Context: an optimization exercise on an open-source flow, tuned for small area, a short achievable clock period and few clock cycles per item. The choices shown serve that exercise and are no tape-out recipe.
Only simulation tests tie the RTL to the original design; equivalence was not proved.
Power figures rest on the tool's default switching activity, not on a simulated workload.

==> flow/design.v <==
module btc (
    input  wire        clk,
    input  wire        rst,         
    input  wire        in_valid,
    output wire        in_ready,
    input  wire [15:0] in_data,
    output wire        out_valid,
    input  wire        out_ready,
    output wire [15:0] out_data
);
    localparam QD = 5;                  
    localparam [2:0] S_OK      = 3'd0;
    localparam [2:0] S_ALREADY = 3'd1;
    localparam [2:0] S_FULL    = 3'd2;
    localparam [2:0] S_EMPTY   = 3'd3;
    localparam [2:0] S_INVCAP  = 3'd4;
    localparam [2:0] S_ILLEGAL = 3'd5;
    localparam [2:0] S_NOBUF   = 3'd6;
    function [7:0] stcode;
        input [2:0] s;
        begin
            case (s)
                S_ALREADY: stcode = 8'h04;
                S_FULL:    stcode = 8'h05;
                S_EMPTY:   stcode = 8'h06;
                S_INVCAP:  stcode = 8'h0B;
                S_ILLEGAL: stcode = 8'h0C;
                S_NOBUF:   stcode = 8'h0D;
                default:   stcode = 8'h00;
            endcase
        end
    endfunction
    localparam [1:0] K_SIMPLE = 2'd0;   
    localparam [1:0] K_RBPOP  = 2'd1;   
    localparam [1:0] K_RBBULK = 2'd2;   
    localparam [1:0] K_TBDAT  = 2'd3;   
    localparam DW = 41;                 
    reg [15:0] rbm [0:15];
    reg [15:0] tbm0 [0:15];
    reg [15:0] tbm1 [0:15];
    reg [15:0] tbm2 [0:15];
    reg [15:0] tbm3 [0:15];
    reg        rb_present, tb_present;
    reg  [4:0] rb_c, tb_c;              
    reg  [3:0] rb_h, rb_w, tb_h, tb_w;  
    reg  [4:0] rb_occ, tb_occ;          
    reg  [4:0] rb_pend, tb_pend;        
    reg  [4:0] rb_pf, tb_pf;            
    reg [15:0] f0, f1;
    reg        f0_z, f1_z;              
    reg        f0_hz, f1_hz;            
    reg  [1:0] fcnt;
    reg        in_ready_r;
    assign in_ready = in_ready_r;
    wire in_fire = in_valid & in_ready_r;
    wire fv = (fcnt != 2'd0);
    wire [15:0] x = f0;                 
    wire in_z  = (in_data == 16'd0);
    wire in_hz = (in_data[15:5] == 11'd0);
    localparam [1:0] P_HI = 2'd0, P_LO = 2'd1, P_PAY = 2'd2;
    reg  [1:0] pst;
    reg [15:0] pay_left;
    reg        pay_last;
    reg  [1:0] pidx;
    reg  [3:0] cmd;
    reg        legal_hi;
    reg        need_imm0;
    reg        is_n, is_q;
    localparam [3:0] C_RB_ALLOC = 4'd0, C_RB_FREE = 4'd1, C_RB_PUSH = 4'd2,
                     C_RB_POP = 4'd3, C_RB_RBULK = 4'd4, C_RB_WBULK = 4'd5,
                     C_RB_LEN = 4'd6, C_TB_ALLOC = 4'd8, C_TB_FREE = 4'd9,
                     C_TB_PUSH = 4'd10, C_TB_POP = 4'd11, C_TB_PEEK = 4'd12,
                     C_TB_RBULK = 4'd13, C_TB_LEN = 4'd14, C_NONE = 4'd15;
    reg [3:0] hi_cmd;
    reg       hi_known, hi_h;
    always @(*) begin
        hi_known = 1'b1;
        hi_h     = 1'b0;
        hi_cmd   = C_NONE;
        case (x[15:8])
            8'h10: hi_cmd = C_RB_ALLOC;
            8'h11: begin hi_cmd = C_RB_FREE;  hi_h = 1'b1; end
            8'h12: hi_cmd = C_RB_PUSH;
            8'h13: begin hi_cmd = C_RB_POP;   hi_h = 1'b1; end
            8'h14: hi_cmd = C_RB_RBULK;
            8'h15: hi_cmd = C_RB_WBULK;
            8'h16: begin hi_cmd = C_RB_LEN;   hi_h = 1'b1; end
            8'h20: hi_cmd = C_TB_ALLOC;
            8'h21: begin hi_cmd = C_TB_FREE;  hi_h = 1'b1; end
            8'h22: begin hi_cmd = C_TB_PUSH;  hi_h = 1'b1; end
            8'h23: begin hi_cmd = C_TB_POP;   hi_h = 1'b1; end
            8'h24: begin hi_cmd = C_TB_PEEK;  hi_h = 1'b1; end
            8'h25: begin hi_cmd = C_TB_RBULK; hi_h = 1'b1; end
            8'h26: begin hi_cmd = C_TB_LEN;   hi_h = 1'b1; end
            default: hi_known = 1'b0;
        endcase
    end
    reg [DW-1:0] q [0:QD-1];
    reg [QD:0]   qv;                    
    wire [DW-1:0] hd = q[0];
    wire [1:0]  a_kind = hd[1:0];
    wire        a_cf   = hd[2];
    wire [2:0]  a_st   = hd[5:3];
    wire [4:0]  a_val  = hd[10:6];
    wire [3:0]  a_ptr  = hd[14:11];
    wire [19:0] a_n    = hd[34:15];
    wire        a_tb   = hd[35];
    wire [4:0]  a_fr   = hd[40:36];
    wire        a_v    = qv[0];
    reg  [2:0] a_ph;                    
    reg  [1:0] a_lane;
    reg  [4:0] a_cnt;
    reg  [3:0] a_rd;
    reg [15:0] od;
    reg        ov;
    assign out_data  = od;
    assign out_valid = ov;
    wire adv = ~ov | out_ready;
    reg        e_enq;
    reg  [1:0] e_kind;
    reg        e_cf;
    reg  [2:0] e_st;
    reg  [4:0] e_val;
    reg  [3:0] e_ptr;
    reg [19:0] e_n;
    reg        e_tb;
    reg  [4:0] e_fr;
    wire legal = legal_hi & ~(need_imm0 & ~f0_z);
    wire bad_cap = f0_z | ~f0_hz | (x[4] & (x[3:0] != 4'd0));
    wire rb_full  = (rb_occ == rb_c);
    wire rb_empty = (rb_occ == 5'd0);
    wire tb_full  = (tb_occ == tb_c);
    wire tb_empty = (tb_occ == 5'd0);
    wire [5:0] rb_use = {1'b0, rb_occ} + {1'b0, rb_pend};
    wire [5:0] tb_use = {1'b0, tb_occ} + {1'b0, tb_pend};
    wire rb_room = ~rb_use[5] & ~rb_use[4];
    wire tb_room = ~tb_use[5] & ~tb_use[4];
    wire [4:0] rb_free = rb_c - rb_occ;
    wire [4:0] rb_k  = (f0_hz && x[4:0] < rb_occ)  ? x[4:0] : rb_occ;    
    wire [4:0] wb_k  = (f0_hz && x[4:0] < rb_free) ? x[4:0] : rb_free;   
    wire [4:0] tb_np = (f0_hz && x[4:0] < tb_occ)  ? x[4:0] : tb_occ;    
    reg        wb_on;                   
    reg  [4:0] wb_left;
    reg        tp_on;                   
    reg        tr_on;                   
    reg [14:0] tr_n;                    
    reg  [4:0] tr_m;                    
    reg        tr_fin;                  
    wire [4:0] tr_ml = (f0_hz && x[4:0] < tr_m) ? x[4:0] : tr_m;
    wire [4:0] tr_mnext = (pidx == 2'd0) ? tb_np : tr_ml;
    wire q_full = qv[QD-1];
    wire rbw_lo  = (pst == P_LO) & (cmd == C_RB_PUSH) & legal_hi & rb_present & ~rb_full;
    wire rbw_pay = (pst == P_PAY) & wb_on & (wb_left != 5'd0);
    wire e_rbw = rbw_lo | rbw_pay;
    wire e_tbw = (pst == P_PAY) & tp_on;
    wire rb_we = fv & e_rbw & rb_room;
    wire tb_we = fv & e_tbw & tb_room;
    always @(*) begin
        e_enq  = 1'b0;
        e_kind = K_SIMPLE;
        e_cf   = 1'b0;
        e_st   = S_OK;
        e_val  = 5'd0;
        e_ptr  = 4'd0;
        e_n    = 20'd0;
        e_tb   = cmd[3];
        e_fr   = 5'd0;
        if (pst == P_LO) begin
            e_enq = 1'b1;
            if (!legal) begin
                e_st = S_ILLEGAL;
            end else begin
                case (cmd)
                    C_RB_ALLOC:
                        if (rb_present)   e_st = S_ALREADY;
                        else if (bad_cap) e_st = S_INVCAP;
                    C_RB_FREE:
                        if (!rb_present) e_st = S_NOBUF;
                        else e_fr = rb_occ;
                    C_RB_PUSH:
                        if (!rb_present)  e_st = S_NOBUF;
                        else if (rb_full) e_st = S_FULL;
                    C_RB_POP:
                        if (!rb_present)   e_st = S_NOBUF;
                        else if (rb_empty) e_st = S_EMPTY;
                        else begin
                            e_kind = K_RBPOP;
                            e_ptr  = rb_h;
                            e_fr   = 5'd1;
                        end
                    C_RB_RBULK:
                        if (!rb_present) e_st = S_NOBUF;
                        else begin
                            e_kind = K_RBBULK;
                            e_val  = rb_k;
                            e_ptr  = rb_h;
                            e_fr   = rb_k;
                        end
                    C_RB_WBULK:
                        if (!rb_present) e_st = S_NOBUF;
                        else e_val = wb_k;
                    C_RB_LEN:
                        if (!rb_present) e_st = S_NOBUF;
                        else e_val = rb_occ;
                    C_TB_ALLOC:
                        if (tb_present)   e_st = S_ALREADY;
                        else if (bad_cap) e_st = S_INVCAP;
                    C_TB_FREE:
                        if (!tb_present) e_st = S_NOBUF;
                        else e_fr = tb_occ;
                    C_TB_PUSH:
                        if (!tb_present)  e_st = S_NOBUF;
                        else if (tb_full) e_st = S_FULL;
                    C_TB_POP, C_TB_PEEK:
                        if (!tb_present)   e_st = S_NOBUF;
                        else if (tb_empty) e_st = S_EMPTY;
                        else begin
                            e_kind = K_TBDAT;
                            e_ptr  = tb_h;
                            e_n    = {5'd1, 5'd1, 5'd1, 5'd1};
                            e_fr   = (cmd == C_TB_POP) ? 5'd1 : 5'd0;
                        end
                    C_TB_RBULK:
                        if (!tb_present) e_st = S_NOBUF;
                        else e_enq = 1'b0;       
                    C_TB_LEN:
                        if (!tb_present) e_st = S_NOBUF;
                        else e_val = tb_occ;
                    default: e_st = S_ILLEGAL;
                endcase
            end
        end else if (pst == P_PAY && tr_on && pidx == 2'd3) begin
            e_enq  = 1'b1;
            e_kind = K_TBDAT;
            e_cf   = 1'b1;
            e_ptr  = tb_h;
            e_n    = {tb_np, tr_n};
            e_tb   = 1'b1;
            e_fr   = tr_ml;
        end
    end
    wire e_stall = (e_enq & q_full) | (e_rbw & ~rb_room) | (e_tbw & ~tb_room);
    wire e_go = fv & ~e_stall;
    wire e_push = e_go & e_enq;
    wire [DW-1:0] e_desc = {e_fr, e_tb, e_n, e_ptr, e_val, e_st, e_cf, e_kind};
    wire [4:0] an0 = a_n[4:0], an1 = a_n[9:5], an2 = a_n[14:10], an3 = a_n[19:15];
    wire [3:0] nz = {an3 != 5'd0, an2 != 5'd0, an1 != 5'd0, an0 != 5'd0};
    reg  [3:0] nz_after;
    always @(*) begin
        case (a_lane)
            2'd0: nz_after = {nz[3:1], 1'b0};
            2'd1: nz_after = {nz[3:2], 2'b0};
            2'd2: nz_after = {nz[3], 3'b0};
            default: nz_after = 4'b0;
        endcase
    end
    wire [3:0] nz_sel = (a_ph == 3'd4) ? nz_after : nz;
    wire       nl_any = (nz_sel != 4'b0);
    wire [1:0] nl     = nz_sel[0] ? 2'd0 : nz_sel[1] ? 2'd1 : nz_sel[2] ? 2'd2 : 2'd3;
    reg  [4:0] n_nl;
    always @(*) begin
        case (nl)
            2'd0: n_nl = an0;
            2'd1: n_nl = an1;
            2'd2: n_nl = an2;
            default: n_nl = an3;
        endcase
    end
    reg [4:0] n_lane;
    always @(*) begin
        case (a_lane)
            2'd0: n_lane = an0;
            2'd1: n_lane = an1;
            2'd2: n_lane = an2;
            default: n_lane = an3;
        endcase
    end
    wire [3:0] rb_ra = (a_ph == 3'd0) ? a_ptr : a_rd;
    reg [15:0] tb_rd;
    always @(*) begin
        case (a_lane)
            2'd0: tb_rd = tbm0[a_rd];
            2'd1: tb_rd = tbm1[a_rd];
            2'd2: tb_rd = tbm2[a_rd];
            default: tb_rd = tbm3[a_rd];
        endcase
    end
    reg [15:0] g_word;
    reg        g_last;
    always @(*) begin
        g_word = 16'd0;
        g_last = 1'b0;
        case (a_ph)
            3'd0: g_word = (a_kind == K_RBPOP) ? rbm[rb_ra] : {11'd0, a_val};
            3'd1: begin
                g_word = {8'h00, stcode(a_st)};
                g_last = (a_kind == K_SIMPLE) || (a_kind == K_RBPOP)
                      || (a_kind == K_RBBULK && a_val == 5'd0);
            end
            3'd2: begin
                g_word = {11'd0, n_lane};
                g_last = (a_lane == 2'd3) && !nl_any;
            end
            3'd3: begin
                g_word = rbm[rb_ra];
                g_last = (a_cnt == 5'd1);
            end
            default: begin
                g_word = tb_rd;
                g_last = (a_cnt == 5'd1) && !nl_any;
            end
        endcase
    end
    wire a_step = a_v & adv;
    wire a_done = a_step & g_last;
    wire f_pop = e_go;
    wire [1:0] fcnt_next = fcnt + {1'b0, in_fire} - {1'b0, f_pop};
    always @(posedge clk) begin
        if ((in_fire & ~f_pop & (fcnt == 2'd0)) | (in_fire & f_pop & (fcnt == 2'd1))) begin
            f0    <= in_data;
            f0_z  <= in_z;
            f0_hz <= in_hz;
        end else if (f_pop) begin
            f0    <= f1;
            f0_z  <= f1_z;
            f0_hz <= f1_hz;
        end
        if (in_fire & ((fcnt == 2'd1 & ~f_pop) | (fcnt == 2'd2))) begin
            f1    <= in_data;
            f1_z  <= in_z;
            f1_hz <= in_hz;
        end
        if (adv)
            od <= g_word;
    end
    integer i;
    always @(posedge clk) begin
        if (rst) begin
            fcnt       <= 2'd0;
            in_ready_r <= 1'b0;
            pst        <= P_HI;
            wb_on      <= 1'b0;
            tp_on      <= 1'b0;
            tr_on      <= 1'b0;
            tr_fin     <= 1'b0;
            rb_present <= 1'b0;
            tb_present <= 1'b0;
            rb_occ     <= 5'd0;
            tb_occ     <= 5'd0;
            rb_pend    <= 5'd0;
            tb_pend    <= 5'd0;
            rb_pf      <= 5'd0;
            tb_pf      <= 5'd0;
            rb_h       <= 4'd0;
            rb_w       <= 4'd0;
            tb_h       <= 4'd0;
            tb_w       <= 4'd0;
            qv         <= {(QD+1){1'b0}};
            a_ph       <= 3'd0;
            ov         <= 1'b0;
        end else begin
            fcnt       <= fcnt_next;
            in_ready_r <= (fcnt_next != 2'd2);
            if (adv)
                ov <= a_v;
            tr_fin <= 1'b0;
            if (tr_fin) begin
                tb_h   <= tb_h + tr_m[3:0];
                tb_occ <= tb_occ - tr_m;
            end
            if (e_go) begin
                case (pst)
                    P_HI: begin
                        cmd       <= hi_cmd;
                        legal_hi  <= hi_known & (x[7:0] == 8'd0);
                        need_imm0 <= hi_h;
                        is_n      <= (x[15:8] == 8'h15) || (x[15:8] == 8'h31);
                        is_q      <= (x[15:8] == 8'h22) || (x[15:8] == 8'h25)
                                  || (x[15:8] == 8'h33) || (x[15:8] == 8'h34);
                        pst       <= P_LO;
                    end
                    P_LO: begin
                        pay_left <= is_n ? x : 16'd4;
                        pay_last <= is_n ? (x == 16'd1) : 1'b0;
                        pidx     <= 2'd0;
                        pst      <= ((is_n & ~f0_z) | is_q) ? P_PAY : P_HI;
                        wb_on    <= legal & (cmd == C_RB_WBULK) & rb_present;
                        wb_left  <= wb_k;
                        tp_on    <= legal & (cmd == C_TB_PUSH) & tb_present & ~tb_full;
                        tr_on    <= legal & (cmd == C_TB_RBULK) & tb_present;
                        if (legal) begin
                            case (cmd)
                                C_RB_ALLOC:
                                    if (!rb_present && !bad_cap) begin
                                        rb_present <= 1'b1;
                                        rb_c       <= x[4:0];
                                        rb_occ     <= 5'd0;
                                    end
                                C_RB_FREE:
                                    if (rb_present) begin
                                        rb_present <= 1'b0;
                                        rb_occ     <= 5'd0;
                                        rb_h       <= rb_w;
                                    end
                                C_RB_PUSH:
                                    if (rb_present && !rb_full) begin
                                        rb_w   <= rb_w + 4'd1;
                                        rb_occ <= rb_occ + 5'd1;
                                    end
                                C_RB_POP:
                                    if (rb_present && !rb_empty) begin
                                        rb_h   <= rb_h + 4'd1;
                                        rb_occ <= rb_occ - 5'd1;
                                    end
                                C_RB_RBULK:
                                    if (rb_present) begin
                                        rb_h   <= rb_h + rb_k[3:0];
                                        rb_occ <= rb_occ - rb_k;
                                    end
                                C_TB_ALLOC:
                                    if (!tb_present && !bad_cap) begin
                                        tb_present <= 1'b1;
                                        tb_c       <= x[4:0];
                                        tb_occ     <= 5'd0;
                                    end
                                C_TB_FREE:
                                    if (tb_present) begin
                                        tb_present <= 1'b0;
                                        tb_occ     <= 5'd0;
                                        tb_h       <= tb_w;
                                    end
                                C_TB_POP:
                                    if (tb_present && !tb_empty) begin
                                        tb_h   <= tb_h + 4'd1;
                                        tb_occ <= tb_occ - 5'd1;
                                    end
                                default: ;
                            endcase
                        end
                    end
                    default: begin  
                        pay_left <= pay_left - 16'd1;
                        pay_last <= (pay_left == 16'd2);
                        pidx     <= pidx + 2'd1;
                        if (pay_last)
                            pst <= P_HI;
                        if (e_rbw) begin
                            wb_left <= wb_left - 5'd1;
                            rb_w    <= rb_w + 4'd1;
                            rb_occ  <= rb_occ + 5'd1;
                        end
                        if (tp_on && pidx == 2'd3) begin
                            tb_w   <= tb_w + 4'd1;
                            tb_occ <= tb_occ + 5'd1;
                        end
                        if (tr_on) begin
                            case (pidx)
                                2'd0: tr_n[4:0]   <= tb_np;
                                2'd1: tr_n[9:5]   <= tb_np;
                                2'd2: tr_n[14:10] <= tb_np;
                                default: ;
                            endcase
                            tr_m <= tr_mnext;
                            if (pidx == 2'd3)
                                tr_fin <= 1'b1;
                        end
                    end
                endcase
            end
            rb_pf <= (e_push & ~e_tb) ? e_fr : 5'd0;
            tb_pf <= (e_push & e_tb) ? e_fr : 5'd0;
            rb_pend <= rb_pend + rb_pf - ((a_done & ~a_tb) ? a_fr : 5'd0);
            tb_pend <= tb_pend + tb_pf - ((a_done & a_tb) ? a_fr : 5'd0);
            qv <= qv_next;
            if (a_done)
                a_ph <= 3'd0;
            else if (a_step) begin
                case (a_ph)
                    3'd0: a_ph <= 3'd1;
                    3'd1: begin
                        a_rd <= a_ptr;
                        if (a_kind == K_RBBULK) begin
                            a_ph  <= 3'd3;
                            a_cnt <= a_val;
                        end else if (a_cf) begin
                            a_ph   <= 3'd2;
                            a_lane <= 2'd0;
                        end else begin
                            a_ph   <= 3'd4;
                            a_lane <= 2'd0;
                            a_cnt  <= 5'd1;
                        end
                    end
                    3'd2: begin
                        if (a_lane == 2'd3) begin
                            a_ph   <= 3'd4;
                            a_lane <= nl;
                            a_cnt  <= n_nl;
                        end else
                            a_lane <= a_lane + 2'd1;
                    end
                    3'd3: begin
                        a_rd  <= a_rd + 4'd1;
                        a_cnt <= a_cnt - 5'd1;
                    end
                    default: begin
                        if (a_cnt == 5'd1) begin
                            a_rd   <= a_ptr;
                            a_lane <= nl;
                            a_cnt  <= n_nl;
                        end else begin
                            a_rd  <= a_rd + 4'd1;
                            a_cnt <= a_cnt - 5'd1;
                        end
                    end
                endcase
            end
        end
    end
    wire [QD:0] qv_sh = a_done ? {1'b0, qv[QD:1]} : qv;
    wire [QD:0] qv_ins  = qv_sh ^ {qv_sh[QD-1:0], 1'b1};    
    wire [QD:0] qv_next = qv_sh | (e_push ? qv_ins : {(QD+1){1'b0}});
    always @(posedge clk) begin
        for (i = 0; i < QD; i = i + 1) begin
            if (e_push && qv_ins[i])
                q[i] <= e_desc;
            else if (a_done && i < QD-1)
                q[i] <= q[(i < QD-1) ? i+1 : i];
        end
    end
    always @(posedge clk) begin
        if (rb_we)
            rbm[rb_w] <= x;
        if (tb_we) begin
            case (pidx)
                2'd0: tbm0[tb_w] <= x;
                2'd1: tbm1[tb_w] <= x;
                2'd2: tbm2[tb_w] <= x;
                default: tbm3[tb_w] <= x;
            endcase
        end
    end
endmodule
==> flow/run.sh <==
#!/bin/bash
# synth_recipe.tcl (not shown) runs the flow's synth.tcl, then flattens the netlist and writes it again
# the make line also repeats each setting of config.mk as NAME=value (left out here)
make -C /OpenROAD-flow-scripts/flow DESIGN_CONFIG=/design/flow/config.mk WORK_HOME=/design/flow/orfs CLKGATE_MAP_FILE= SYNTH_SCRIPT=/design/flow/synth_recipe.tcl finish
==> flow/config.mk <==
export PLATFORM = sky130hd
export DESIGN_NAME = btc
export DESIGN_NICKNAME = btc
export VERILOG_FILES = /design/flow/design.v
export SDC_FILE = /design/flow/constraint.sdc
export NUM_CORES = 4
export LEC_CHECK = 0
export CAP_MARGIN = 20
export CORE_MARGIN = 2
export CORE_UTILIZATION = 30
export SLEW_MARGIN = 20
==> flow/constraint.sdc <==
create_clock -name core_clock -period 12.5 [get_ports {clk}]
set_input_delay 2.5000 -clock core_clock [delete_from_list [all_inputs] [get_ports {clk}]]
set_output_delay 2.5000 -clock core_clock [all_outputs]
set_load 0.01 [all_outputs]
==> insert_results.sql, run 1 <==
INSERT INTO impl_metrics (metric_group, metric, value, unit) VALUES
('status', 'status', 'no timing/DRC/antenna violations', ''),
('min_path', 'worstHoldPathType', 'reg -> reg', ''),
('clocking', 'clk_path_buf_depth', '3', ''),
('sta', 'finalCritPeriodShare', '48.9', '%'),
('synthesis', 'synthTopCellsByArea', 'sky130_fd_sc_hd__edfxtp_1 (69%), sky130_fd_sc_hd__mux4_2 (12%), sky130_fd_sc_hd__mux2_2 (2.6%)', ''),
('grt', 'global_route_wire_length_before_repair', '250000', 'um'),
('clocking', 'post_cts_resize_count', '0', ''),
('floorplanning', 'rows', '177', ''),
('floorplanning', 'fp.dieW', '487', 'um'),
('placement', 'numPortBuffers', '37', ''),
('power_and_ir_drop', 'power.sequential.fraction', '50.4', '%'),
('grt', 'largest_net_degree_at_the_start_of_global_routing', '123', ''),
('synthesis', 'synth.distinct_cells', '84', ''),
('synthesis', 'synthesis.area_per_instance', '18.5', 'um2'),
('sta', 'final.setup_skew', '52.0', 'ps'),
('power_and_ir_drop', 'combPwrFrac', '13.5', '%'),
('finish', 'layout.nets', '4081', ''),
('clocking', 'clock_insertion_delay_worst_skew', '830', 'ps'),
('sta', 'worst_slew_pin_slew', '1230', 'ps'),
('synthesis', 'ys_ff_latch', '1687', ''),
('power_and_ir_drop', 'clock_power_share', '36.1', '%'),
('synthesis', 'synth_warnings', '2', ''),
('synthesis', 'yosysTopAreaCellShare', '69.0', '%'),
('synthesis', 'synth_nets', '3914', ''),
('sta', 'setup_slack_after_layout', '6390', 'ps'),
('floorplanning', 'floorplan.io_pins', '38', ''),
('finish', 'post_route_cells_drive_above_1_share', '24.8', '%'),
('sta', 'period_minus_slack', '6110', 'ps'),
('route', 'route.detailed.drc', '0', ''),
('placement', 'place.gp.congestion', '0.853', ''),
('floorplanning', 'start_util', '30.1', '%'),
('grt', 'globalRouteTotalUtil', '14.1', '%'),
('route', 'detail_routed_net_length_per_standard_cell', '23.7', 'um'),
('sta', 'unrepaired_setup_endpoints_after_global_routing', 'false', ''),
('setup_path', 'crit_end_category', 'flip-flop', ''),
('synthesis', 'synth_edf_count', '1610', ''),
('power_and_ir_drop', 'power.switching_fraction', '26.5', '%'),
('power_and_ir_drop', 'power.density_cell_area', '174', 'nW/um2'),
('synthesis', 'synth_async_sr_flop_share', '0', '%'),
('synthesis', 'synth_ff_type', 'sky130_fd_sc_hd__edfxtp_1', ''),
('route', 'drt.antenna.violating_nets', '0', ''),
('synthesis', 'syn-instance-count', '3795', ''),
('route', 'dr_total_vias', '35922', ''),
('clocking', 'tritoncts', 'yes', ''),
('power_and_ir_drop', 'power.switching', '3.69', 'mW'),
('placement', 'place_worst_setup_slack', '5580', 'ps'),
('setup_path', 'critPathArrivalTime', '6820', 'ps'),
('setup_path', 'timing.critical_path.fanout_max', '18', ''),
('finish', 'layout_commonest_cell', 'sky130_fd_sc_hd__edfxtp_1', ''),
('power_and_ir_drop', 'power.static_leakage', '25.3', 'nW'),
('floorplanning', 'die_height', '487', 'um'),
('synthesis', 'synthDominantAreaCellType', 'sky130_fd_sc_hd__edfxtp_1', ''),
('route', 'routed_wirelength', '169000', 'um'),
('clocking', 'cts_buffers', '176', ''),
('floorplanning', 'design.die.area', '237000', 'um2'),
('clocking', 'clock_sink_count', '1687', ''),
('grt', 'vias_in_the_first_global_route', '36104', ''),
('grt', 'antenna_found_initial', '5', ''),
('power_and_ir_drop', 'intPower', '10.3', 'mW'),
('sta', 'report.final.slew_viol_count', '0', ''),
('sta', 'timing.slew.headroom', '17.1', '%'),
('finish', 'layout_overhead_on_the_synthesized_area', '14.6', '%'),
('clocking', 'worst_setup_hold_path_clk_slew', '60', 'ps'),
('sta', 'final-hold-violation-count', '0', ''),
('route', 'first_pass_iters', '6', ''),
('finish', 'commonest_cells_after_routing_fill_and_taps_aside', 'sky130_fd_sc_hd__edfxtp_1 (1610), sky130_fd_sc_hd__mux4_2 (384), sky130_fd_sc_hd__nor2_1 (229)', ''),
('setup_path', 'path_class', 'in -> reg', ''),
('sta', 'report.final.setup_viol', '0', ''),
('floorplanning', 'placeableCoreArea', '232000', 'um2'),
('route', 'detail_route.vias_per_cell', '5.02', ''),
('sta', 'fmax', '164', 'MHz');
==> cells by family after synthesis <==
| family | synth area share, % |
|---|---|
| multiplexers | 16.5 |
| XOR/XNOR | 0.825 |
| flip-flops | 71.2 |
| adder cells (fa/ha/maj) | 1.91 |
| buffers and inverters | 1.70 |
| AND/OR/NAND/NOR | 4.13 |
| AO/OA/AOI/OAI | 3.66 |
==> sequential cells by signal, summed over array words and instances (netlist names), 6 cells and up, named ones only <==
register	cells
qv	6
pay_left	16
tbm2	256
rbm	256
f1	16
tbm1	256
od	16
q	205
tr_n	15
tbm0	256
tbm3	256
f0	16
==> final timing paths <==
check	from	end	slack, ps	cells past startpoint
worst max-delay path	out_ready	rb_pend[4]	6390	19
worst min-delay path	flip-flop	cmd[3]	480	1
worst max register to register	pst[1]	flip-flop	6880	16
worst min register to register	flip-flop	cmd[3]	480	1
==> metal layers <==
layer | vias to the layer above | part of all wire, % | track usage, %
met5 | - | 0.0077 | 0
met4 | 2 | 2.5 | 3.98
met3 | 228 | 5.7 | 2.09
met2 | 1198 | 49 | 23.2
met1 | 18896 | 43 | 19.3
li1 | 15598 | - | -
==> cell usage after synthesis (9+ instances only) <==
master                     count
sky130_fd_sc_hd__a211oi_1     14
sky130_fd_sc_hd__a21o_1       20
sky130_fd_sc_hd__a21oi_1     128
sky130_fd_sc_hd__a222oi_1     13
sky130_fd_sc_hd__a22oi_1      20
sky130_fd_sc_hd__a31oi_1      10
sky130_fd_sc_hd__and2_1       24
sky130_fd_sc_hd__and3_1        9
sky130_fd_sc_hd__buf_1        31
sky130_fd_sc_hd__buf_2        30
sky130_fd_sc_hd__clkbuf_1    114
sky130_fd_sc_hd__dfxtp_1      77
sky130_fd_sc_hd__edfxtp_1   1610
sky130_fd_sc_hd__fa_1         13
sky130_fd_sc_hd__ha_1         86
sky130_fd_sc_hd__inv_1       106
sky130_fd_sc_hd__mux2_2      161
sky130_fd_sc_hd__mux2_4       40
sky130_fd_sc_hd__mux2i_1      52
sky130_fd_sc_hd__mux4_2      384
sky130_fd_sc_hd__nand2_1     137
sky130_fd_sc_hd__nand2b_1     22
sky130_fd_sc_hd__nand3_1      39
sky130_fd_sc_hd__nor2_1      238
sky130_fd_sc_hd__nor2b_1      32
sky130_fd_sc_hd__nor3_1       44
sky130_fd_sc_hd__nor4_1       10
sky130_fd_sc_hd__o211ai_1     14
sky130_fd_sc_hd__o21ai_0      81
sky130_fd_sc_hd__o22ai_1      13
sky130_fd_sc_hd__or3_1        14
sky130_fd_sc_hd__xnor2_1      33
sky130_fd_sc_hd__xor2_1       33
==> area by class of cell <==
cell class / instances / area, um2
Fill cell: 21603 / 152000
Sequential cell: 1687 / 49900
Multi-Input combinational cell: 1815 / 19100
Clock buffer: 230 / 4680
Tap cell: 3043 / 3810
Timing Repair Buffer: 174 / 1460
Clock inverter: 96 / 912
Inverter: 108 / 405
==> critical path, stage by stage <==
cell,delay (ps)
sky130_fd_sc_hd__clkdlybuf4s50_1,440
sky130_fd_sc_hd__nand2b_1,100
sky130_fd_sc_hd__buf_4,360
sky130_fd_sc_hd__nand2_1,180
sky130_fd_sc_hd__a311oi_2,530
sky130_fd_sc_hd__nand2_1,390
sky130_fd_sc_hd__nor2_1,400
sky130_fd_sc_hd__and2_1,200
sky130_fd_sc_hd__ha_1,230
sky130_fd_sc_hd__inv_1,60
sky130_fd_sc_hd__ha_1,150
sky130_fd_sc_hd__inv_1,60
sky130_fd_sc_hd__fa_1,460
sky130_fd_sc_hd__inv_1,70
sky130_fd_sc_hd__a21o_1,110
sky130_fd_sc_hd__a21oi_1,70
sky130_fd_sc_hd__xnor2_1,200
sky130_fd_sc_hd__nand3_1,100
sky130_fd_sc_hd__a21oi_1,160
==> power by group through the flow <==
| stage | Clock (mW) | Combinational, mW | Sequential, mW |
|---|---|---|---|
| after floorplan | 0 | 0.763 | 7.40 |
| after global placement | 0 | 1.83 | 7.14 |
| after detailed placement | 0 | 1.89 | 7.14 |
| after CTS | 5.14 | 1.89 | 7.02 |
| after global routing | 5.37 | 2.05 | 7.03 |
| final | 5.04 | 1.88 | 7.02 |
==> per-stage QoR <==
step	area [um2]	std cells	power, mW
2_1_floorplan	70000	3795	8.16
3_3_place_gp	74600	6826	8.97
3_5_place_dp	74600	6826	9.03
4_1_cts	80200	7152	14.1
5_1_grt	80300	7153	14.4
6_report	80300	7153	13.9
Testbench counts, summed over its fixed seeds: cycles 13,776, items 3,281.
==> run 2, diff against run 1 <==
--- a/flow/design.v
+++ b/flow/design.v
@@ -113,7 +113,9 @@
     reg  [3:0] a_rd;
-    reg [15:0] od;
+    reg [15:0] o0, o1;
+    reg  [1:0] ocnt;
     reg        ov;
-    assign out_data  = od;
+    assign out_data  = o0;
     assign out_valid = ov;
-    wire adv = ~ov | out_ready;
+    wire o_pop = ov & out_ready;
+    wire adv = ~ocnt[1];                
     reg        e_enq;
@@ -317,2 +319,3 @@
     wire [1:0] fcnt_next = fcnt + {1'b0, in_fire} - {1'b0, f_pop};
+    wire [1:0] ocnt_next = ocnt + {1'b0, a_step} - {1'b0, o_pop};
     always @(posedge clk) begin
@@ -332,4 +335,8 @@
         end
-        if (adv)
-            od <= g_word;
+        if ((a_step & ~o_pop & (ocnt == 2'd0)) | (a_step & o_pop & (ocnt == 2'd1)))
+            o0 <= g_word;
+        else if (o_pop)
+            o0 <= o1;
+        if (a_step & ((ocnt == 2'd1 & ~o_pop) | (ocnt == 2'd2)))
+            o1 <= g_word;
     end
@@ -360,2 +367,3 @@
             ov         <= 1'b0;
+            ocnt       <= 2'd0;
         end else begin
@@ -363,4 +371,4 @@
             in_ready_r <= (fcnt_next != 2'd2);
-            if (adv)
-                ov <= a_v;
+            ocnt <= ocnt_next;
+            ov   <= (ocnt_next != 2'd0);
             tr_fin <= 1'b0;
==> run 2 against run 1 <==
  * Final area rose by 1.8%
  * Worst setup slack improved by 890 ps
  * Non-clock buffer count rose by 25
==> insert_results.sql, run 2 <==
INSERT INTO impl_metrics (metric_group, metric, value, unit) VALUES
('sta', 'timing.slew.headroom', '23.8', '%'),
('synthesis', 'synthMostInstantiatedCell', 'sky130_fd_sc_hd__edfxtp_1', ''),
('status', 'status', 'no timing/DRC/antenna violations', ''),
('clocking', 'clock_tree.root_cell', 'sky130_fd_sc_hd__clkbuf_16', ''),
('power_and_ir_drop', 'combPwrFrac', '14.2', '%'),
('setup_path', 'required', '13050', 'ps'),
('synthesis', 'synth_edf_count', '1626', ''),
('setup_path', 'critical_path_cell_by_cell', 'buf_4 -> buf_4 -> mux2i_1 -> o221ai_1 -> a21oi_1 -> nand3_1 -> nor3_1 -> o22ai_1 -> or2_2', ''),
('grt', 'vias_in_the_first_global_route', '39510', ''),
('flow_run', 'maxCapViolCount', '0', ''),
('grt', 'globalRouteTotalUtil', '15.1', '%'),
('synthesis', 'synthDominantAreaCellType', 'sky130_fd_sc_hd__edfxtp_1', ''),
('clocking', 'worst_setup_hold_path_clk_slew', '60', 'ps'),
('synthesis', 'synth_nets', '4407', ''),
('sta', 'fmax', '192', 'MHz'),
('grt', 'largest_net_degree_at_the_start_of_global_routing', '97', ''),
('route', 'drt.antenna.violating_nets', '0', ''),
('power_and_ir_drop', 'clock_power_share', '35.2', '%'),
('setup_path', 'critPathArrivalTime', '5760', 'ps'),
('finish', 'commonest_cells_after_routing_fill_and_taps_aside', 'sky130_fd_sc_hd__edfxtp_1 (1626), sky130_fd_sc_hd__nand2_1 (233), sky130_fd_sc_hd__mux4_2 (233)', ''),
('route', 'dr_total_vias', '40279', ''),
('power_and_ir_drop', 'irDropWorstVdd', '0.000156', 'V'),
('finish', 'nFillCells', '22485', ''),
('power_and_ir_drop', 'intPower', '10.3', 'mW'),
('floorplanning', 'rows', '179', ''),
('synthesis', 'yosysTopAreaCellShare', '68.3', '%'),
('route', 'dr.first_iter.drc_count', '4728', ''),
('grt', 'global_route_wire_length_before_repair', '274000', 'um'),
('route', 'route.detailed.drc', '0', ''),
('floorplanning', 'floorplan.io_pins', '38', ''),
('grt', 'antenna_found_initial', '15', ''),
('power_and_ir_drop', 'power.density_cell_area', '173', 'nW/um2'),
('sta', 'final.setup_skew', '49.5', 'ps'),
('sta', 'finalCritPeriodShare', '41.7', '%'),
('sta', 'period_minus_slack', '5210', 'ps'),
('floorplanning', 'start_util', '30.1', '%'),
('floorplanning', 'placeableCoreArea', '237000', 'um2'),
('synthesis', 'synth_ff_type', 'sky130_fd_sc_hd__edfxtp_1', ''),
('clocking', 'clock_insertion_delay_worst_skew', '810', 'ps'),
('placement', 'place.gp.congestion', '0.895', ''),
('synthesis', 'synth-seq-area-share', '70.5', '%'),
('power_and_ir_drop', 'power.switching', '3.81', 'mW'),
('sta', 'report.final.setup_viol', '0', ''),
('power_and_ir_drop', 'power.sequential.fraction', '50.6', '%'),
('floorplanning', 'die_height', '492', 'um'),
('finish', 'layout_commonest_cell', 'sky130_fd_sc_hd__edfxtp_1', ''),
('synthesis', 'synth.distinct_cells', '95', ''),
('setup_path', 'cpMostUsedCell', 'sky130_fd_sc_hd__buf_4', ''),
('finish', 'layout.nets', '4557', ''),
('synthesis', 'synth.cell_area', '71500', 'um2'),
('clocking', 'cts_post_setup_buffers_inserted', '0', ''),
('sta', 'worst_slew_pin_slew', '1140', 'ps'),
('power_and_ir_drop', 'power.switching_fraction', '27.0', '%'),
('clocking', 'cts_buffers', '173', ''),
('floorplanning', 'fp.dieW', '492', 'um'),
('route', 'first_pass_iters', '8', ''),
('clocking', 'tritoncts', 'yes', ''),
('sta', 'timing.setup.tns', '0', 'ps'),
('grt', 'grt-ovfl-total', '0', ''),
('clocking', 'cts_hold_buf', '0', ''),
('route', 'detail_route.vias_per_cell', '5.20', ''),
('setup_path', 'path_class', 'reg -> reg', ''),
('synthesis', 'synthesis.area_per_instance', '16.7', 'um2'),
('synthesis', 'ys_ff_latch', '1705', ''),
('setup_path', 'cp_slowest_cell', 'sky130_fd_sc_hd__dfxtp_4', ''),
('synthesis', 'synth.top_cells.by_count', 'sky130_fd_sc_hd__edfxtp_1 (1626), sky130_fd_sc_hd__nand2_1 (239), sky130_fd_sc_hd__mux4_2 (233), sky130_fd_sc_hd__nor2_1 (201), sky130_fd_sc_hd__mux2i_1 (171)', ''),
('synthesis', 'synth_async_sr_flop_share', '0', '%'),
('sta', 'unrepaired_setup_endpoints_after_global_routing', 'false', ''),
('setup_path', 'worstSetupStartpointType', 'flip-flop', ''),
('synthesis', 'synth_warnings', '2', ''),
('floorplanning', 'design.die.area', '242000', 'um2'),
('placement', 'post_detailed_placement_half_perimeter_wirelength', '117000', 'um'),
('route', 'detail_routed_net_length_per_standard_cell', '24.3', 'um'),
('synthesis', 'synthTopCellsByArea', 'sky130_fd_sc_hd__edfxtp_1 (68%), sky130_fd_sc_hd__mux4_2 (7.3%), sky130_fd_sc_hd__mux2i_1 (2.4%)', ''),
('clocking', 'post_cts_resize_count', '0', ''),
('route', 'routed_wirelength', '188000', 'um'),
('sta', 'final-hold-violation-count', '0', ''),
('setup_path', 'crit_end_category', 'flip-flop', ''),
('finish', 'post_route_cells_drive_above_1_share', '18.3', '%'),
('clocking', 'clk_path_buf_depth', '3', ''),
('clocking', 'clock_sink_count', '1705', ''),
('sta', 'report.final.slew_viol_count', '0', ''),
('setup_path', 'cp_slowest_stage_delay', '920', 'ps'),
('clocking', 'clock_tree.htree_level_count', '4', ''),
('synthesis', 'syn-instance-count', '4284', ''),
('finish', 'post-route-util', '34.4', '%'),
('min_path', 'worstHoldPathType', 'reg -> reg', ''),
('finish', 'layout_overhead_on_the_synthesized_area', '14.3', '%'),
('setup_path', 'timing.critical_path.fanout_max', '55', ''),
('placement', 'numPortBuffers', '37', ''),
('power_and_ir_drop', 'power.static_leakage', '26.1', 'nW');
## run 2: cell types whose count changed after synthesis, sizes merged, moves of 32 or more
cell | before | now
mux4 | 384 | 233
mux2i | 52 | 171
nand2 | 137 | 239
nand3 | 39 | 121
a22oi | 20 | 75
and3 | 9 | 47
nor2 | 239 | 203
a31oi | 11 | 43
## run 2: routing by layer
metal  up-vias  share of wire, %  routed length, um  GRT usage [%]
met5         -             0.043                 80              0
met3       323               8.2              15500           3.09
li1      17388                 -                  -              -
met4        12               3.2               6010           4.66
met1     20870                42              79100           20.8
met2      1686                46              87400           24.0
## run 2: critical path, delay by kind of cell, from the launching register on
family	cells	cell delay [ps]
and+or+nand+nor	3	1450
muxes	1	300
buffers and inverters	2	1340
AOI/OAI and AO/OA	3	880
DFF	1	920
## run 2: cell families (layout without fill, tap and decap cells)
logic type,count (synthesis),count (layout),share of synthesized area (%)
flip-flops,1705,1705,70.5
AND/OR/NAND/NOR,876,876,6.01
multiplexers,610,610,13.0
AO/OA/AOI/OAI,595,595,5.87
buffers and inverters,326,613,1.83
adder cells (fa/ha/maj),103,103,1.94
XOR/XNOR,69,69,0.846
other,0,7,0
## run 2: final timing paths
path                            cells past startpoint       from     end  slack, ps
worst min register to register                      2      wb_on   wb_on        470
worst max-delay path                                9  flip-flop  o1[14]       7290
worst max register to register                      9  flip-flop  o1[14]       7290
worst min-delay path                                2      wb_on   wb_on        470
## run 2: per-stage QoR
step | power [mW] | instances | area [um2] | setup WS (ps) | hold slack [ps]
CTS | 14.2 | 7736 | 81600 | 7120 | 470
global placement | 9.20 | 7424 | 76200 | 6570 | 458
floorplan | 8.36 | 4284 | 71500 | 6890 | 445
global route | 14.6 | 7741 | 81700 | 6890 | 508
finish | 14.1 | 7745 | 81700 | 7290 | 472
detailed placement | 9.27 | 7424 | 76200 | 6570 | 462
## run 2: power groups by stage
stage               clock (mW)  combinational (mW)  sequential (mW)
floorplan                    0               0.833             7.53
detailed placement           0                2.00             7.27
global route              5.29                2.16             7.16
CTS                       5.07                2.00             7.15
global placement             0                1.94             7.27
finish                    4.97                2.00             7.15
## run 2: cell type report
type,count,area [um2],share of cell area (%)
clock buffer,219,4600,5.62
inverter,102,385,0.472
sequential,1705,50400,61.7
timing repair buffer,199,1630,1.99
clock inverter,93,777,0.951
antenna,7,17.5,0.0214
multi-input combinational,2253,19900,24.4
tap,3167,3960,4.85
Testbench counts of run 2, summed over its fixed seeds: cycles 13,776, items 3,281.
==> run 3, diff against run 2 <==
--- a/flow/config.mk
+++ b/flow/config.mk
@@ -7,2 +7,3 @@
 export LEC_CHECK = 0
+export ABC_CLOCK_PERIOD_IN_PS = 4000
 export CAP_MARGIN = 20
==> run 3 against run 2 <==
  * Via count unchanged
  * Routed wire length unchanged
  * Global-route usage unchanged
  * Worst setup slack unchanged
  * Total power unchanged
  * Sequential power about the same
  * Count of clock-buffer cells in the layout unchanged
  * First-iteration DRC count unchanged
  * Utilization unchanged
  * Clock skew unchanged
==> insert_results.sql, run 3 <==
INSERT INTO impl_metrics (metric_group, metric, value, unit) VALUES
('synthesis', 'synth_ff_type', 'sky130_fd_sc_hd__edfxtp_1', ''),
('grt', 'grt-ovfl-total', '0', ''),
('min_path', 'hold-path-cell-count', '2', ''),
('sta', 'report.final.setup_viol', '0', ''),
('placement', 'place.gp.congestion', '0.895', ''),
('sta', 'final-hold-violation-count', '0', ''),
('grt', 'largest_net_degree_at_the_start_of_global_routing', '97', ''),
('route', 'detail_route.vias_per_cell', '5.20', ''),
('floorplanning', 'floorplan.io_pins', '38', ''),
('finish', 'layout_overhead_on_the_synthesized_area', '14.3', '%'),
('setup_path', 'worstSetupStartpointType', 'flip-flop', ''),
('synthesis', 'synth_edf_count', '1626', ''),
('sta', 'timing.hold.ws', '472', 'ps'),
('route', 'first_pass_iters', '8', ''),
('route', 'detail_routed_net_length_per_standard_cell', '24.3', 'um'),
('route', 'route.met3.wl', '15500', 'um'),
('placement', 'numPortBuffers', '37', ''),
('grt', 'vias_in_the_first_global_route', '39510', ''),
('clocking', 'post_cts_resize_count', '0', ''),
('min_path', 'hold_path_startpoint', 'wb_on', ''),
('floorplanning', 'fp.dieW', '492', 'um'),
('placement', 'place_worst_setup_slack', '6570', 'ps'),
('grt', 'global_route_wire_length_before_repair', '274000', 'um'),
('clocking', 'clock_insertion_delay_worst_skew', '810', 'ps'),
('synthesis', 'synth-seq-area-share', '70.5', '%'),
('floorplanning', 'die_height', '492', 'um'),
('power_and_ir_drop', 'irDropWorstVdd', '0.000156', 'V'),
('setup_path', 'ff2ff_setup_slack', '7290', 'ps'),
('floorplanning', 'design.die.area', '242000', 'um2'),
('clocking', 'cts_hold_buf', '0', ''),
('finish', 'commonest_cells_after_routing_fill_and_taps_aside', 'sky130_fd_sc_hd__edfxtp_1 (1626), sky130_fd_sc_hd__nand2_1 (233), sky130_fd_sc_hd__mux4_2 (233)', ''),
('min_path', 'worstHoldPathType', 'reg -> reg', ''),
('sta', 'setup_slack_after_layout', '7290', 'ps'),
('grt', 'globalRouteTotalUtil', '15.1', '%'),
('synthesis', 'synth.top_cells.by_count', 'sky130_fd_sc_hd__edfxtp_1 (1626), sky130_fd_sc_hd__nand2_1 (239), sky130_fd_sc_hd__mux4_2 (233), sky130_fd_sc_hd__nor2_1 (201), sky130_fd_sc_hd__mux2i_1 (171)', ''),
('status', 'status', 'no timing/DRC/antenna violations', ''),
('setup_path', 'timing.critical_path.fanout_max', '55', ''),
('min_path', 'timing.hold.worst_endpoint', 'wb_on', ''),
('grt', 'antenna_found_initial', '15', ''),
('route', 'routed_wirelength', '188000', 'um'),
('finish', 'layout_commonest_cell', 'sky130_fd_sc_hd__edfxtp_1', ''),
('sta', 'period_minus_slack', '5210', 'ps'),
('synthesis', 'synthDominantAreaCellType', 'sky130_fd_sc_hd__edfxtp_1', ''),
('synthesis', 'synth.distinct_cells', '95', ''),
('placement', 'post_detailed_placement_half_perimeter_wirelength', '117000', 'um'),
('route', 'dr_total_vias', '40279', ''),
('clocking', 'clock_tree.root_cell', 'sky130_fd_sc_hd__clkbuf_16', ''),
('finish', 'post_route_cells_drive_above_1_share', '18.3', '%'),
('sta', 'finalCritPeriodShare', '41.7', '%'),
('setup_path', 'critPathArrivalTime', '5760', 'ps'),
('synthesis', 'synth.cell_area', '71500', 'um2'),
('setup_path', 'path_class', 'reg -> reg', ''),
('synthesis', 'syn-instance-count', '4284', ''),
('synthesis', 'synth_warnings', '2', ''),
('flow_run', 'maxCapViolCount', '0', ''),
('route', 'topRoutingLayerUsed', 'met5', ''),
('finish', 'nFillCells', '22485', ''),
('route', 'drt.antenna.violating_nets', '0', ''),
('route', 'met2_wirelength', '87400', 'um'),
('synthesis', 'synthesis.area_per_instance', '16.7', 'um2'),
('route', 'detail_route.wirelength.met1', '79100', 'um'),
('sta', 'timing.setup.tns', '0', 'ps'),
('floorplanning', 'rows', '179', ''),
('route', 'route.detailed.drc', '0', ''),
('sta', 'fmax', '192', 'MHz'),
('power_and_ir_drop', 'power.density_cell_area', '173', 'nW/um2'),
('setup_path', 'required', '13050', 'ps'),
('clocking', 'cts_post_setup_buffers_inserted', '0', ''),
('sta', 'timing.slew.headroom', '23.8', '%'),
('sta', 'report.final.slew_viol_count', '0', ''),
('sta', 'final.setup_skew', '49.5', 'ps'),
('synthesis', 'yosysTopAreaCellShare', '68.3', '%'),
('synthesis', 'synthTopCellsByArea', 'sky130_fd_sc_hd__edfxtp_1 (68%), sky130_fd_sc_hd__mux4_2 (7.3%), sky130_fd_sc_hd__mux2i_1 (2.4%)', ''),
('setup_path', 'crit_end_category', 'flip-flop', ''),
('clocking', 'clock_sink_count', '1705', ''),
('clocking', 'clk_path_buf_depth', '3', ''),
('sta', 'worst_slew_pin_slew', '1140', 'ps'),
('synthesis', 'synth_async_sr_flop_share', '0', '%'),
('floorplanning', 'placeableCoreArea', '237000', 'um2'),
('clocking', 'clock_tree.htree_level_count', '4', ''),
('power_and_ir_drop', 'power.static_leakage', '26.1', 'nW'),
('clocking', 'tritoncts', 'yes', ''),
('setup_path', 'ff2ff_path_depth', '9', ''),
('sta', 'unrepaired_setup_endpoints_after_global_routing', 'false', ''),
('route', 'dr.first_iter.drc_count', '4728', ''),
('synthesis', 'synthMostInstantiatedCell', 'sky130_fd_sc_hd__edfxtp_1', ''),
('finish', 'combined_flip_flop_and_latch_cell_area', '50400', 'um2'),
('clocking', 'cts_buffers', '173', ''),
('clocking', 'worst_setup_hold_path_clk_slew', '60', 'ps'),
('finish', 'multi_input_area', '19900', 'um2'),
('setup_path', 'worstReg2RegEnd', 'o1[14]', ''),
('synthesis', 'synth_nets', '4407', ''),
('finish', 'layout.nets', '4557', ''),
('floorplanning', 'start_util', '30.1', '%'),
('synthesis', 'ys_ff_latch', '1705', '');
[run 3: cell counts after synthesis]
Identical to the previous run, type by type.
[run 3: power by group]
| part | internal (mW) | switching (mW) | leakage, nW |
|---|---|---|---|
| logic | 0.488 | 1.51 | 8.24 |
| clock network | 2.79 | 2.18 | 2.62 |
| registers | 7.03 | 0.117 | 15.2 |
| total | 10.3 | 3.81 | 26.1 |
[run 3: cell type report]
class                   instances  share of cell area (%)
flip-flops and latches       1705                    61.7
diodes                          7                  0.0214
inverters                     102                   0.472
well taps                    3167                    4.85
multi-input cells            2253                    24.4
repair buffers                199                    1.99
clock inverters                93                   0.951
clock buffers                 219                    5.62
[run 3: stage by stage]
| stage | util [%] | power (mW) | std cells | instance area [um2] |
|---|---|---|---|---|
| 6_report | 34.4 | 14.1 | 7745 | 81700 |
| 5_1_grt | 34.4 | 14.6 | 7741 | 81700 |
| 4_1_cts | 34.4 | 14.2 | 7736 | 81600 |
| 3_5_place_dp | 32.1 | 9.27 | 7424 | 76200 |
| 3_3_place_gp | 32.1 | 9.20 | 7424 | 76200 |
| 2_1_floorplan | - | 8.36 | 4284 | 71500 |
[run 3: worst max path at each step]
| stage | startpoint | to | slack (ps) | depth (start not counted) |
|---|---|---|---|---|
| finish | flip-flop | o1[14] | 7290 | 9 |
| global route | pidx[0] | flip-flop | 6890 | 14 |
| CTS | pidx[0] | flip-flop | 7120 | 14 |
| detailed placement | in_valid | flip-flop | 6570 | 10 |
| global placement | in_valid | flip-flop | 6570 | 10 |
| floorplan | rb_occ[2] | q[1][0] | 6890 | 9 |
[run 3: cell families after synthesis]
family	Yosys count	share of synthesized area, %
multiplexers	610	13.0
adder cells (fa/ha/maj)	103	1.94
AO/OA/AOI/OAI	595	5.87
AND/OR/NAND/NOR	876	6.01
buffers and inverters	326	1.83
flip-flops	1705	70.5
XOR/XNOR	69	0.846
[run 3: per-layer routing]
metal	vias to the layer above	GRT usage, %
met3	323	3.09
met5	-	0
met4	12	4.66
met2	1686	24.0
met1	20870	20.8
li1	17388	-
[run 3: worst max-delay path, stage by stage, from the launching register on]
cell,delay [ps]
sky130_fd_sc_hd__dfxtp_4,920
sky130_fd_sc_hd__buf_4,530
sky130_fd_sc_hd__buf_4,810
sky130_fd_sc_hd__mux2i_1,300
sky130_fd_sc_hd__o221ai_1,210
sky130_fd_sc_hd__a21oi_1,290
sky130_fd_sc_hd__nand3_1,210
sky130_fd_sc_hd__nor3_1,860
sky130_fd_sc_hd__o22ai_1,380
sky130_fd_sc_hd__or2_2,380

[port drivers added, routing unchanged]
The results above use ideal ports. As a check the final layouts listed here were re-extracted and re-timed, cells and wires unchanged. Step 1: set_driving_cell puts a clkbuf_16 on clk and a buf_2 on each other input, an assumption about the parent block. Step 2 adds t to the input delays and takes it off the output delays; t is the mean of the earliest and latest rising clock arrival at the registers after step 1. Input paths then give back, and output paths get back, about the clock's delay inside the block. Three values: ideal ports, drivers, drivers and shift; two values: the first two.
run	t (ns)	slack for setup (ns)	worst setup path after step 2	pins driven straight from the clock port
run 1	0.878	6.392 / 6.447 / 5.569	input to register	1
run 2	0.869	7.286 / 7.286 / 6.787	input to register	1
run 3	0.869	7.286 / 7.286 / 6.787	input to register	1
After both steps setup and hold are still met in every run listed. For run 1, which loses most, drivers alone change the setup slack by +0.055 ns; drivers and shift together by -0.823 ns.
